Source: an optimization exercise on an open RTL-to-GDS flow (aim: small area, a short achievable clock period and few clock cycles per item). Production flows keep margins and buffers that such runs may drop.

## aes256_core
module aes256_core (
    input  wire         clk,
    input  wire         rst,
    input  wire         start,
    input  wire [1:0]   op,
    input  wire [255:0] key,
    input  wire [127:0] din,
    output reg          ready,
    output reg          done,
    output reg          err,
    output wire [127:0] dout
);
    function [127:0] sig;
        input [127:0] a;
        sig = {a[63:32], a[95:64], a[127:96], a[31:0]};
    endfunction
    reg [255:0] ks;          
    reg [255:0] ke;          
    reg         kv;          
    reg         wpend;       
    reg         wact;        
    reg         v1, d1, x1;  
    reg [3:0]   c1;          
    reg [127:0] s1;          
    reg [255:0] k1;          
    reg         v2, d2, x2;
    reg         z2;          
    reg [3:0]   c2;
    reg [191:0] m2;          
    reg [47:0]  q2;          
    reg [255:0] k2;
    reg         v3, d3, x3;
    reg [3:0]   c3;
    reg [127:0] u3;          
    reg [255:0] k3;          
    wire last3 = (c3 == 4'd13);
    reg  free3;                     
    reg  fin2;                      
    genvar gi;
    wire [127:0] sr;
    wire [191:0] ma;
    wire [47:0]  qa;
    generate
        for (gi = 0; gi < 16; gi = gi + 1) begin : g_a
            assign sr[8*gi+7:8*gi] =
  ...
Size in the first run: roughly 9000 cells after synthesis, about 1800 flip-flops, ~520 I/O pins.
==> module aes_mixcol, before the edit <==
module aes_mixcol (
    input  wire [31:0] c,
    output wire [31:0] y
);
    function [7:0] x2;   
        input [7:0] a;
        x2 = {a[6:0], 1'b0} ^ (a[7] ? 8'h1b : 8'h00);
    endfunction
    wire [7:0] a0 = c[7:0], a1 = c[15:8], a2 = c[23:16], a3 = c[31:24];
    wire [7:0] t = a0 ^ a1 ^ a2 ^ a3;
    assign y[7:0]   = a0 ^ t ^ x2(a0 ^ a1);
    assign y[15:8]  = a1 ^ t ^ x2(a1 ^ a2);
    assign y[23:16] = a2 ^ t ^ x2(a2 ^ a3);
    assign y[31:24] = a3 ^ t ^ x2(a3 ^ a0);
endmodule
==> module aes256_core, before the edit <==
module aes256_core (
    input  wire         clk,
    input  wire         rst,
    input  wire         start,
    input  wire [1:0]   op,
    input  wire [255:0] key,
    input  wire [127:0] din,
    output reg          ready,
    output reg          done,
    output reg          err,
    output wire [127:0] dout
);
    function [127:0] sig;
        input [127:0] a;
        sig = {a[63:32], a[95:64], a[127:96], a[31:0]};
    endfunction
    reg [255:0] ks;          
    reg [255:0] ke;          
    reg         kv;          
    reg         wpend;       
    reg         wact;        
    reg         v1, d1, x1;  
    reg [3:0]   c1;          
    reg [127:0] s1;          
    reg [255:0] k1;          
    reg         v2, d2, x2;
    reg         z2;          
    reg [3:0]   c2;
    reg [191:0] m2;          
    reg [47:0]  q2;          
    reg [255:0] k2;
    reg         v3, d3, x3;
    reg [3:0]   c3;
    reg [127:0] u3;          
    reg [255:0] k3;          
    wire last3 = (c3 == 4'd13);
    reg  free3;                     
    reg  fin2;                      
    genvar gi;
    wire [127:0] sr;
    wire [191:0] ma;
    wire [47:0]  qa;
    generate
        for (gi = 0; gi < 16; gi = gi + 1) begin : g_a
            assign sr[8*gi+7:8*gi] =
                s1[8*((gi % 4) + 4*(((gi / 4) + (gi % 4)) % 4)) +: 8];
            aes_sbox_a u_sa (.x(sr[8*gi+7:8*gi]), .dec(d1), .m(ma[12*gi+11:12*gi]));
        end
        for (gi = 0; gi < 4; gi = gi + 1) begin : g_ka
            aes_sboxf_a u_ka (.x(k1[224+8*gi+7:224+8*gi]), .m(qa[12*gi+11:12*gi]));
        end
    endgenerate
    wire [127:0] b;
    wire [31:0]  sw;
    generate
        for (gi = 0; gi < 16; gi = gi + 1) begin : g_b
            aes_sbox_b u_sb (.m(m2[12*gi+11:12*gi]), .dec(d2), .y(b[8*gi+7:8*gi]));
        end
        for (gi = 0; gi < 4; gi = gi + 1) begin : g_kb
            aes_sboxf_b u_kb (.m(q2[12*gi+11:12*gi]), .y(sw[8*gi+7:8*gi]));
        end
    endgenerate
    wire [127:0] rkb = k2[255:128];
    wire [127:0] bb  = (z2 && d2) ? sig(b) : b;
    wire [127:0] kb  = z2 ? rkb : d2 ? sig(rkb) : 128'h0;
    wire [127:0] ub  = bb ^ kb;
    wire [7:0]  rcon = d2 ? (8'h40 >> c2[3:1]) : (8'h01 << c2[3:1]);
    wire [31:0] t    = c2[0] ? sw : ({sw[7:0], sw[31:8]} ^ {24'h0, rcon});
    wire [31:0] l0 = k2[31:0], l1 = k2[63:32], l2 = k2[95:64], l3 = k2[127:96];
    wire [31:0] p1 = l1 ^ l0;
    wire [31:0] p2 = d2 ? (l2 ^ l1) : (l2 ^ l1 ^ l0);
    wire [31:0] p3 = d2 ? (l3 ^ l2) : (l3 ^ l2 ^ l1 ^ l0);
    wire [31:0] te = d2 ? 32'h0 : t;
    wire [31:0] n0 = l0 ^ t;
    wire [31:0] n1 = p1 ^ te;
    wire [31:0] n2 = p2 ^ te;
    wire [31:0] n3 = p3 ^ te;
    wire [255:0] nk = {n3, n2, n1, n0, k2[255:128]};
    wire [127:0] rk = k3[127:0];    
    wire [127:0] ns;
    generate
        for (gi = 0; gi < 4; gi = gi + 1) begin : g_mc
            wire [31:0] dl, mc;
            aes_inv_mixcol_delta u_dl (.c(u3[32*gi+31:32*gi]), .y(dl));
            aes_mixcol u_mc (.c(u3[32*gi+31:32*gi]), .y(mc));
            assign ns[32*gi+31:32*gi] = mc ^ (d3 ? dl : rk[32*gi+31:32*gi]);
        end
    endgenerate
    assign dout = u3;
    wire acc     = start && ready;
    wire blk     = acc && (op != 2'b00);
    wire launch  = blk && kv;
    wire wlaunch = wpend && free3;
    wire ldec    = op[1] && !wpend;
    wire [127:0] s_new = ldec ? sig(din ^ ke[255:128]) : (din ^ ks[127:0]);
    wire [255:0] k_new = ldec ? {ke[127:0], ke[255:128]} : ks;
    wire wpend_n = wlaunch ? 1'b0 : (acc && op == 2'b00) ? 1'b1 : wpend;
    wire wact_n  = (v2 && z2 && x2) ? 1'b0 : wlaunch ? 1'b1 : wact;
    always @(posedge clk) begin
        v2 <= v1; d2 <= d1; x2 <= x1; c2 <= c1; z2 <= (c1 == 4'd13);
        m2 <= ma; q2 <= qa; k2 <= k1;
        v3 <= v2; d3 <= d2; x3 <= x2; c3 <= c2;
        free3 <= !v2 || (c2 == 4'd13);
        fin2  <= v1 && (c1 == 4'd13) && x1;
        u3 <= ub; k3 <= nk;
        done <= 1'b0;
        err  <= 1'b0;
        if (free3) begin
            s1 <= s_new;
            k1 <= k_new;
        end else begin
            s1 <= ns;
            k1 <= k3;
        end
        if (launch) begin
            v1 <= 1'b1; d1 <= op[1]; x1 <= 1'b0; c1 <= 4'd0;
        end else if (wlaunch) begin
            v1 <= 1'b1; d1 <= 1'b0; x1 <= 1'b1; c1 <= 4'd0;
        end else begin
            v1 <= v3 && !last3; d1 <= d3; x1 <= x3; c1 <= c3 + 4'd1;
        end
        ready <= !wpend_n && !wact_n && (!v2 || c2 == 4'd13);
        if (acc && op == 2'b00) begin
            ks <= key;
            kv <= 1'b1;
        end
        wpend <= wpend_n;
        wact  <= wact_n;
        if (blk && !kv) begin
            done <= 1'b1;
            err  <= 1'b1;
        end
        if (v2 && z2)
            done <= 1'b1;
        if (fin2)
            ke <= k2;
        if (rst) begin
            v1 <= 1'b0; v2 <= 1'b0; v3 <= 1'b0;
            free3 <= 1'b1; fin2 <= 1'b0;
            kv <= 1'b0; wpend <= 1'b0; wact <= 1'b0;
            done <= 1'b0;
            ready <= 1'b1;
        end
    end
endmodule
clock: 10.0 ns
lec_check: 0
cap_margin: 20
core_margin: 2
core_utilization: 40
cts_buf_list: sky130_fd_sc_hd__clkbuf_16
cts_cluster_diameter: 60
cts_cluster_size: 25
slew_margin: 20
standard.sh (not shown) runs the stock make flow with config.mk's settings and CLKGATE_MAP_FILE= SYNTH_SCRIPT=/design/flow/synth_recipe.tcl, a recipe that flattens the netlist after the stock synthesis.
==> flow/flow/run.sh <==
#!/bin/bash
# Own flow: the standard layout (standard.sh) with three changes:
#  - synthesis maps with an ABC script suited to XOR-heavy logic
#    (flow/abc.script) and skips the full/half adder extraction; registers,
#    flattening and renaming are the standard synthesis's;
#  - timing repair aims SETUP_SLACK_MARGIN ns below the clock period;
#  - ports are buffered with a plain buffer cell, and the delay cells are
#    not used as buffers.
set -euo pipefail
W=$(pwd)
MARGIN=6.5
SYN=$FLOW_HOME/scripts/synth.tcl
sed -e 's|^\(\s*\)\[env_var_exists_and_non_empty ADDER_MAP_FILE\] &&|\10 \&\& [env_var_exists_and_non_empty ADDER_MAP_FILE] \&\&|' \
    -e "s|^\(\s*\)log_cmd abc {\*}\$abc_args|\1log_cmd abc -script $W/flow/abc.script {*}[lrange \$abc_args 2 end]|" \
    "$SYN" > "$W/synth_own.tcl"
grep -q '0 && \[env_var_exists_and_non_empty ADDER_MAP_FILE\]' "$W/synth_own.tcl"
grep -q "log_cmd abc -script $W/flow/abc.script" "$W/synth_own.tcl"
sed "s|source \$::env(SCRIPTS_DIR)/synth.tcl|source $W/synth_own.tcl|" synth_recipe.tcl > "$W/synth_recipe_own.tcl"
grep -q "source $W/synth_own.tcl" "$W/synth_recipe_own.tcl"
sed -e "s|SYNTH_SCRIPT=[^ ]*|SYNTH_SCRIPT=$W/synth_recipe_own.tcl|" \
    -e "s|\"\${@:-finish}\"|SETUP_SLACK_MARGIN=$MARGIN \"\${@:-finish}\"|" standard.sh > "$W/standard_own.sh"
grep -q "SYNTH_SCRIPT=$W/synth_recipe_own.tcl" "$W/standard_own.sh"
grep -q "SETUP_SLACK_MARGIN=$MARGIN" "$W/standard_own.sh"
export BUFFER_PORTS_ARGS="-buffer_cell sky130_fd_sc_hd__buf_1"
DLY=""
for c in clkdlybuf4s15_1 clkdlybuf4s15_2 clkdlybuf4s18_1 clkdlybuf4s18_2 clkdlybuf4s25_1 \
         clkdlybuf4s25_2 clkdlybuf4s50_1 clkdlybuf4s50_2 dlygate4sd1_1 dlygate4sd2_1 \
         dlygate4sd3_1 dlymetal6s2s_1 dlymetal6s4s_1 dlymetal6s6s_1; do
  DLY="$DLY sky130_fd_sc_hd__$c"
done
export DONT_USE_CELLS="$DLY"
bash "$W/standard_own.sh" > "$W/flow_make.log" 2>&1
==> flow/flow/abc.script <==
strash
&get -n
&dch -x
&nf -R 1000
&put
buffer -c
topo
stime -c
upsize -c
dnsize -c
Rerun with:
--- a/flow/design.v
+++ b/flow/design.v
@@ -390,16 +390,18 @@
     input  wire [31:0] c,
     output wire [31:0] y
 );
-    function [7:0] x2;   
-        input [7:0] a;
-        x2 = {a[6:0], 1'b0} ^ (a[7] ? 8'h1b : 8'h00);
-    endfunction
-    wire [7:0] a0 = c[7:0], a1 = c[15:8], a2 = c[23:16], a3 = c[31:24];
-    wire [7:0] t = a0 ^ a1 ^ a2 ^ a3;
-    assign y[7:0]   = a0 ^ t ^ x2(a0 ^ a1);
-    assign y[15:8]  = a1 ^ t ^ x2(a1 ^ a2);
-    assign y[23:16] = a2 ^ t ^ x2(a2 ^ a3);
-    assign y[31:24] = a3 ^ t ^ x2(a3 ^ a0);
+    wire [7:0] a0 = c[7:0];
+    wire [7:0] a1 = c[15:8];
+    wire [7:0] a2 = c[23:16];
+    wire [7:0] a3 = c[31:24];
+    wire [7:0] x0 = {a0[6:0], 1'b0} ^ (a0[7] ? 8'h1b : 8'h00);
+    wire [7:0] x1 = {a1[6:0], 1'b0} ^ (a1[7] ? 8'h1b : 8'h00);
+    wire [7:0] x2 = {a2[6:0], 1'b0} ^ (a2[7] ? 8'h1b : 8'h00);
+    wire [7:0] x3 = {a3[6:0], 1'b0} ^ (a3[7] ? 8'h1b : 8'h00);
+    assign y[7:0]   = x0 ^ (x1 ^ a1) ^ a2 ^ a3;
+    assign y[15:8]  = a0 ^ x1 ^ (x2 ^ a2) ^ a3;
+    assign y[23:16] = a0 ^ a1 ^ x2 ^ (x3 ^ a3);
+    assign y[31:24] = (x0 ^ a0) ^ a1 ^ a2 ^ x3;
 endmodule
 module aes_inv_mixcol_delta (
     input  wire [31:0] c,
@@ -424,7 +426,7 @@
     output reg          ready,
     output reg          done,
     output reg          err,
-    output wire [127:0] dout
+    output reg  [127:0] dout
 );
     function [127:0] sig;
         input [127:0] a;
@@ -440,7 +442,6 @@
     reg [127:0] s1;          
     reg [255:0] k1;          
     reg         v2, d2, x2;
-    reg         z2;          
     reg [3:0]   c2;
     reg [191:0] m2;          
     reg [47:0]  q2;          
@@ -476,10 +477,7 @@
             aes_sboxf_b u_kb (.m(q2[12*gi+11:12*gi]), .y(sw[8*gi+7:8*gi]));
         end
     endgenerate
-    wire [127:0] rkb = k2[255:128];
-    wire [127:0] bb  = (z2 && d2) ? sig(b) : b;
-    wire [127:0] kb  = z2 ? rkb : d2 ? sig(rkb) : 128'h0;
-    wire [127:0] ub  = bb ^ kb;
+    wire [127:0] ub = d2 ? (b ^ sig(k2[255:128])) : b;
     wire [7:0]  rcon = d2 ? (8'h40 >> c2[3:1]) : (8'h01 << c2[3:1]);
     wire [31:0] t    = c2[0] ? sw : ({sw[7:0], sw[31:8]} ^ {24'h0, rcon});
     wire [31:0] l0 = k2[31:0], l1 = k2[63:32], l2 = k2[95:64], l3 = k2[127:96];
@@ -502,7 +500,7 @@
             assign ns[32*gi+31:32*gi] = mc ^ (d3 ? dl : rk[32*gi+31:32*gi]);
         end
     endgenerate
-    assign dout = u3;
+    wire [127:0] res = d3 ? sig(u3) : (u3 ^ rk);
     wire acc     = start && ready;
     wire blk     = acc && (op != 2'b00);
     wire launch  = blk && kv;
@@ -511,14 +509,15 @@
     wire [127:0] s_new = ldec ? sig(din ^ ke[255:128]) : (din ^ ks[127:0]);
     wire [255:0] k_new = ldec ? {ke[127:0], ke[255:128]} : ks;
     wire wpend_n = wlaunch ? 1'b0 : (acc && op == 2'b00) ? 1'b1 : wpend;
-    wire wact_n  = (v2 && z2 && x2) ? 1'b0 : wlaunch ? 1'b1 : wact;
+    wire wact_n  = (v3 && last3 && x3) ? 1'b0 : wlaunch ? 1'b1 : wact;
     always @(posedge clk) begin
-        v2 <= v1; d2 <= d1; x2 <= x1; c2 <= c1; z2 <= (c1 == 4'd13);
+        v2 <= v1; d2 <= d1; x2 <= x1; c2 <= c1;
         m2 <= ma; q2 <= qa; k2 <= k1;
         v3 <= v2; d3 <= d2; x3 <= x2; c3 <= c2;
         free3 <= !v2 || (c2 == 4'd13);
         fin2  <= v1 && (c1 == 4'd13) && x1;
         u3 <= ub; k3 <= nk;
+        dout <= res;
         done <= 1'b0;
         err  <= 1'b0;
         if (free3) begin
@@ -546,7 +545,7 @@
             done <= 1'b1;
             err  <= 1'b1;
         end
-        if (v2 && z2)
+        if (v3 && last3)
             done <= 1'b1;
         if (fin2)
             ke <= k2;
The new run completed with no timing, DRC or antenna violations.
Design area came out higher by 3.0%.
Die area came out higher by 4.6%.
Worst setup slack improves by 16 ps.
Worst hold slack stays flat.
Final cell count came out higher by 3.9%.
Core utilization came out lower by 0.77 points.
Register-to-register slack improves by 20 ps.
Routed wire length came out higher by 5.3%.
Via count came out higher by 2.7%.
No run of this note included a check of the RTL's function; only the layout flow was run.

## static timing again, ports no longer ideal
In the flow no input, the clock included, has a driving cell. The finished layouts below were timed again as built, in two steps. Step 1 (the two cells are an assumption about what drives the block):
set clk [get_ports {clk}]
set_driving_cell -lib_cell sky130_fd_sc_hd__clkbuf_16 $clk
set_driving_cell -lib_cell sky130_fd_sc_hd__buf_2 [delete_from_list [all_inputs] $clk]
Step 2, shift: input delay + t, output delay - t, t = (earliest + latest rising clock arrival at the registers) / 2. This alone moves slack from input paths to output paths. Three values: ideal ports, drivers, drivers and shift; two values: the first two.
| run | t (ns) | slack for setup (ns) | worst register clock-pin slew, ns |
|---|---|---|---|
| the first run | 0.940 | 6.344 / 6.344 / 5.730 | 0.10 / 0.10 |
| the second run | 0.922 | 6.360 / 6.360 / 5.637 | 0.10 / 0.10 |
After both steps setup and hold are still met in every run listed. For the second run, which loses most, drivers alone change the setup slack by 0.000 ns; drivers and shift together by -0.723 ns.
